From an optimization exercise on the open Yosys and OpenROAD flow, aimed at small area, a short achievable clock period and few clock cycles per item; shortcuts taken in it are not production practice. Function was checked by simulation only, so behaviour that the tests miss may differ from the original. Power figures rest on the tool's default switching activity, not on a simulated workload.

==> flow/design.v (excerpt) <==
module popcount_unit (
    input  wire         clk,
    input  wire         rst,         
    input  wire         in_valid,
    input  wire [1:0]   op,          
    input  wire [127:0] operand,
    output reg          out_valid,
    output reg  [7:0]   result,
    output reg          valid,
    output reg          illegal,
    output reg  [2:0]   strategy
);
    wire fs1;
    wire fc2;
    wire fs3;
    wire fc4;
    wire fs5;
    wire fc6;
    wire fs7;
    wire fc8;
    wire fs9;
    wire fc10;
    wire fs11;
    wire fc12;
    wire fs13;
    wire fc14;
    wire fs15;
    wire fc16;
    wire fs17;
    wire fc18;
    wire fs19;
    wire fc20;
    wire fs21;
    wire fc22;
    wire fs23;
    wire fc24;
    wire fs25;
    wire fc26;
    wire fs27;
    wire fc28;
    wire fs29;
    wire fc30;
    wire fs31;
    wire fc32;
    wire fs33;
    wire fc34;
    wire fs35;
    wire fc36;
    wire fs37;
    wire fc38;
    wire fs39;
    wire fc40;
    wire fs41;
    wire fc42;
    wire fs43;
    wire fc44;
    wire fs45;
    wire fc46;
    wire fs47;
    wire fc48;
    wire fs49;
    wire fc50;
    wire fs51;
    wire fc52;
    wire fs53;
    wire fc54;
    wire fs55;
    wire fc56;
    wire fs57;
    wire fc58;
    wire fs59;
    wire fc60;
    wire fs61;
    wire fc62;
    wire fs63;
  ...
Size: about 150 I/O pins, about 0.0069 mm² of cells after synthesis.
Settings: LEC_CHECK=0, CAP_MARGIN=20, CORE_MARGIN=2, CORE_UTILIZATION=60, SETUP_SLACK_MARGIN=4.0, SLEW_MARGIN=20, SYNTH_HIERARCHICAL=1, SYNTH_MINIMUM_KEEP_SIZE=0; clock period 7.0 ns.
run.sh (not shown) runs the stock make flow with config.mk's settings and CLKGATE_MAP_FILE= SYNTH_SCRIPT=/design/flow/synth_recipe.tcl, a recipe that flattens the netlist after the stock synthesis.
The starting point ran to the end with no violations.
Testbench counts at the start, summed over its fixed seeds: cycles 4,008, items 4,000.
Edit:
==> flow/flow/run.sh (new file) <==
#!/bin/bash
# Layout flow: the standard layout (standard.sh, all ORFS steps from
# synthesis to finish), with the input and output port buffers placed as
# sky130_fd_sc_hd__buf_1 cells instead of the cell buffer_ports picks by
# itself. Each step's full log stays under orfs/logs/; the output of make
# goes to flow_make.log in this folder.
set -euo pipefail
export BUFFER_PORTS_ARGS="-buffer_cell sky130_fd_sc_hd__buf_1"
bash standard.sh > flow_make.log 2>&1
==> flow/standard.sh (new file) <==
#!/bin/bash
# synth_recipe.tcl (not shown) runs the flow's synth.tcl, then flattens the netlist and writes it again
# the make line also repeats each setting of config.mk as NAME=value (left out here)
make -C /OpenROAD-flow-scripts/flow DESIGN_CONFIG=/design/flow/config.mk WORK_HOME=/design/flow/orfs CLKGATE_MAP_FILE= SYNTH_SCRIPT=/design/flow/synth_recipe.tcl "${@:-finish}"
SETUP_SLACK_MARGIN = 3.6   (was 4.0)
removed: flow/run.sh
Result:
- The new run finished clean
- worst setup slack is better by 0.0073 ns
- sequential power decreases by about 2%
- count of clock-buffer cells in the layout does not change
- via count decreases by 8.4%
- power decreases by 12%


popcount_unit again, from the RTL that the note above started with.
// popcount_unit
module popcount_unit (
    input  wire         clk,
    input  wire         rst,         
    input  wire         in_valid,
    input  wire [1:0]   op,          
    input  wire [127:0] operand,
    output reg          out_valid,
    output reg  [7:0]   result,
    output reg          valid,
    output reg          illegal,
    output reg  [2:0]   strategy
);
    wire fs1;
    wire fc2;
    wire fs3;
    wire fc4;
    wire fs5;
    wire fc6;
    wire fs7;
    wire fc8;
    wire fs9;
    wire fc10;
    wire fs11;
    wire fc12;
    wire fs13;
    wire fc14;
    wire fs15;
    wire fc16;
    wire fs17;
    wire fc18;
    wire fs19;
    wire fc20;
    wire fs21;
    wire fc22;
    wire fs23;
    wire fc24;
    wire fs25;
    wire fc26;
    wire fs27;
    wire fc28;
    wire fs29;
    wire fc30;
    wire fs31;
    wire fc32;
    wire fs33;
    wire fc34;
    wire fs35;
    wire fc36;
    wire fs37;
    wire fc38;
    wire fs39;
    wire fc40;
    wire fs41;
    wire fc42;
    wire fs43;
    wire fc44;
    wire fs45;
    wire fc46;
    wire fs47;
    wire fc48;
    wire fs49;
    wire fc50;
    wire fs51;
    wire fc52;
    wire fs53;
    wire fc54;
    wire fs55;
    wire fc56;
    wire fs57;
    wire fc58;
    wire fs59;
    wire fc60;
    wire fs61;
    wire fc62;
    wire fs63;
    wire fc64;
  ...
make LEC_CHECK=0 CAP_MARGIN=20 CORE_MARGIN=2 CORE_UTILIZATION=75 SETUP_SLACK_MARGIN=3.7 SLEW_MARGIN=20 SYNTH_HIERARCHICAL=1 SYNTH_MINIMUM_KEEP_SIZE=0 finish   # period 7.0 ns
Stock flow here: none of the scripts above is used.
The first run aborted during global placement.
Testbench counts at the start, summed over its fixed seeds: cycles 4,008, items 4,000.
Rerun with:
- CORE_UTILIZATION: 75 -> 60
- SETUP_SLACK_MARGIN: 3.7 -> 3.6
With this change the flow ran to the end with no violations.
Synthesized cell count is unchanged.
Synthesized area is unchanged.
Rerun with:
- SETUP_SLACK_MARGIN: 3.6 -> 4.5
Result: Worst hold slack improves by 16 ps; maximum frequency drops by about 2.5%; non-clock buffer count climbs by 77; synthesized area stays the same; cell count climbs by about 8%; register-to-register slack improves by 120 ps; core utilization climbs by 18 points; final area climbs by about 24%; routed wire length climbs by about 45%; power climbs by 9.4%.
Rerun with:
- SETUP_SLACK_MARGIN: 4.5 -> unset
Effect: Clock power went up by about a fifth; cell count is lower by a little under a tenth; count of clock-buffer cells in the layout goes down by 1; routed wire length decreases by a quarter to a third.
Rerun with:
- SETUP_SLACK_MARGIN: unset -> 3.5
Result:
- power rises slightly
- final cell count rises slightly
- flip-flop and latch count is unchanged
- worst setup slack is better by 580 ps
- non-clock buffer count rises by 3
- first-iteration DRC count rises by a little under a tenth
- fmax rises by about a fifth
- wire length rises slightly
- global-route usage rises by 0.25 points
- cell area falls slightly


Another version of the RTL of popcount_unit (not shown whole).
Size: roughly 150 I/O pins, ~6200 um2 of cells after synthesis.
==> flow/config.mk <==
export PLATFORM = sky130hd
export DESIGN_NAME = popcount_unit
export DESIGN_NICKNAME = popcount_unit
export VERILOG_FILES = /design/flow/design.v
export SDC_FILE = /design/flow/constraint.sdc
export NUM_CORES = 4
export LEC_CHECK = 0
export CAP_MARGIN = 20
export CORE_MARGIN = 2
export CORE_UTILIZATION = 50
export CTS_BUF_LIST = sky130_fd_sc_hd__clkbuf_4 sky130_fd_sc_hd__clkbuf_8
export SETUP_SLACK_MARGIN = 3.6
export SLEW_MARGIN = 20
export SYNTH_HIERARCHICAL = 1
export SYNTH_MINIMUM_KEEP_SIZE = 0
==> flow/constraint.sdc <==
create_clock -name core_clock -period 7.0 [get_ports {clk}]
set_input_delay 1.4000 -clock core_clock [delete_from_list [all_inputs] [get_ports {clk}]]
set_output_delay 1.4000 -clock core_clock [all_outputs]
set_load 0.01 [all_outputs]
standard.sh (not shown) runs the stock make flow with config.mk's settings and CLKGATE_MAP_FILE= SYNTH_SCRIPT=/design/flow/synth_recipe.tcl, a recipe that flattens the netlist after the stock synthesis.
==> flow/flow/run.sh <==
#!/bin/bash
# Layout flow: the standard layout (standard.sh, all ORFS steps from
# synthesis to finish), with the input and output port buffers placed as
# sky130_fd_sc_hd__buf_1 cells instead of the cell buffer_ports picks by
# itself. Each step's full log stays under orfs/logs/; the output of make
# goes to flow_make.log in this folder.
set -euo pipefail
export BUFFER_PORTS_ARGS="-buffer_cell sky130_fd_sc_hd__buf_1"
bash standard.sh > flow_make.log 2>&1
Testbench counts at the start, summed over its fixed seeds: cycles 4,008, items 4,000.
Next try:
- CTS_BUF_LIST: sky130_fd_sc_hd__clkbuf_4 sky130_fd_sc_hd__clkbuf_8 -> default
What happened:
- area after synthesis does not change
- power increases by about 6%
- hold slack loses 0.0033 ns
- non-clock buffer count came out lower by 2
- core utilization goes up by 1.3 points
Next try:
- CTS_BUF_LIST: default -> sky130_fd_sc_hd__clkbuf_4 sky130_fd_sc_hd__clkbuf_8
- SETUP_SLACK_MARGIN: 3.6 -> 3.45
Effect: Synthesized area does not change. Sequential power goes down by about 0.9%. Final area goes down by 8.2%. Global-route usage goes down by 1.5 points. Power goes down by 8.3%. Fmax goes down by 3.2%. Non-clock buffer count goes down by 14.
Next try:
- SETUP_SLACK_MARGIN: 3.45 -> 3.5
- routed wire length hardly moves
- sequential power hardly moves
- register-to-register slack barely changes
- global-route usage hardly moves
- final area increases by 1.3%
- worst setup slack improved by 0.062 ns
- count of clock-buffer cells in the layout is unchanged
- total power grows by 0.44%
- clock skew barely changes
- via count drops by about 0.4%

-- separate check: timing with driven ports --
The results above use ideal ports. As a check the final layouts listed here were re-extracted and re-timed, cells and wires unchanged. Step 1, drivers: a clkbuf_16 drives clk and a buf_2 each remaining input, both assumed. Step 2 times the ports against the registers' clock, not the clock port: input delays grow and output delays shrink by t, the midpoint of the rising clock arrivals with the driver on. Three values: no drivers, after step 1, after step 2; two values: the first two.
run | t, ns | setup slack, ns | pins driven straight from the clock port
the first run of note 1 | 0.328 | 3.564 / 3.559 / 3.231 | 1
the second run of note 1 | 0.326 | 3.571 / 3.547 / 3.247 | 1
the second run of note 2 | 0.321 | 3.589 / 3.559 / 3.271 | 1
the third run of note 2 | 0.326 | 3.503 / 3.469 / 3.183 | 1
the fourth run of note 2 | 0.320 | 2.908 / 2.916 / 2.596 | 1
the fifth run of note 2 | 0.325 | 3.489 / 3.499 / 3.174 | 1
the first run of note 3 | 0.390 | 3.566 / 3.563 / 3.173 | 1
the second run of note 3 | 0.377 | 3.566 / 3.552 / 3.175 | 1
the third run of note 3 | 0.380 | 3.453 / 3.466 / 3.086 | 1
the fourth run of note 3 | 0.379 | 3.515 / 3.526 / 3.147 | 1
After both steps setup and hold are still met in every run listed. The setup slack of the first run of note 3, which loses most, moves by -0.003 ns with the drivers and by -0.393 ns with both steps.
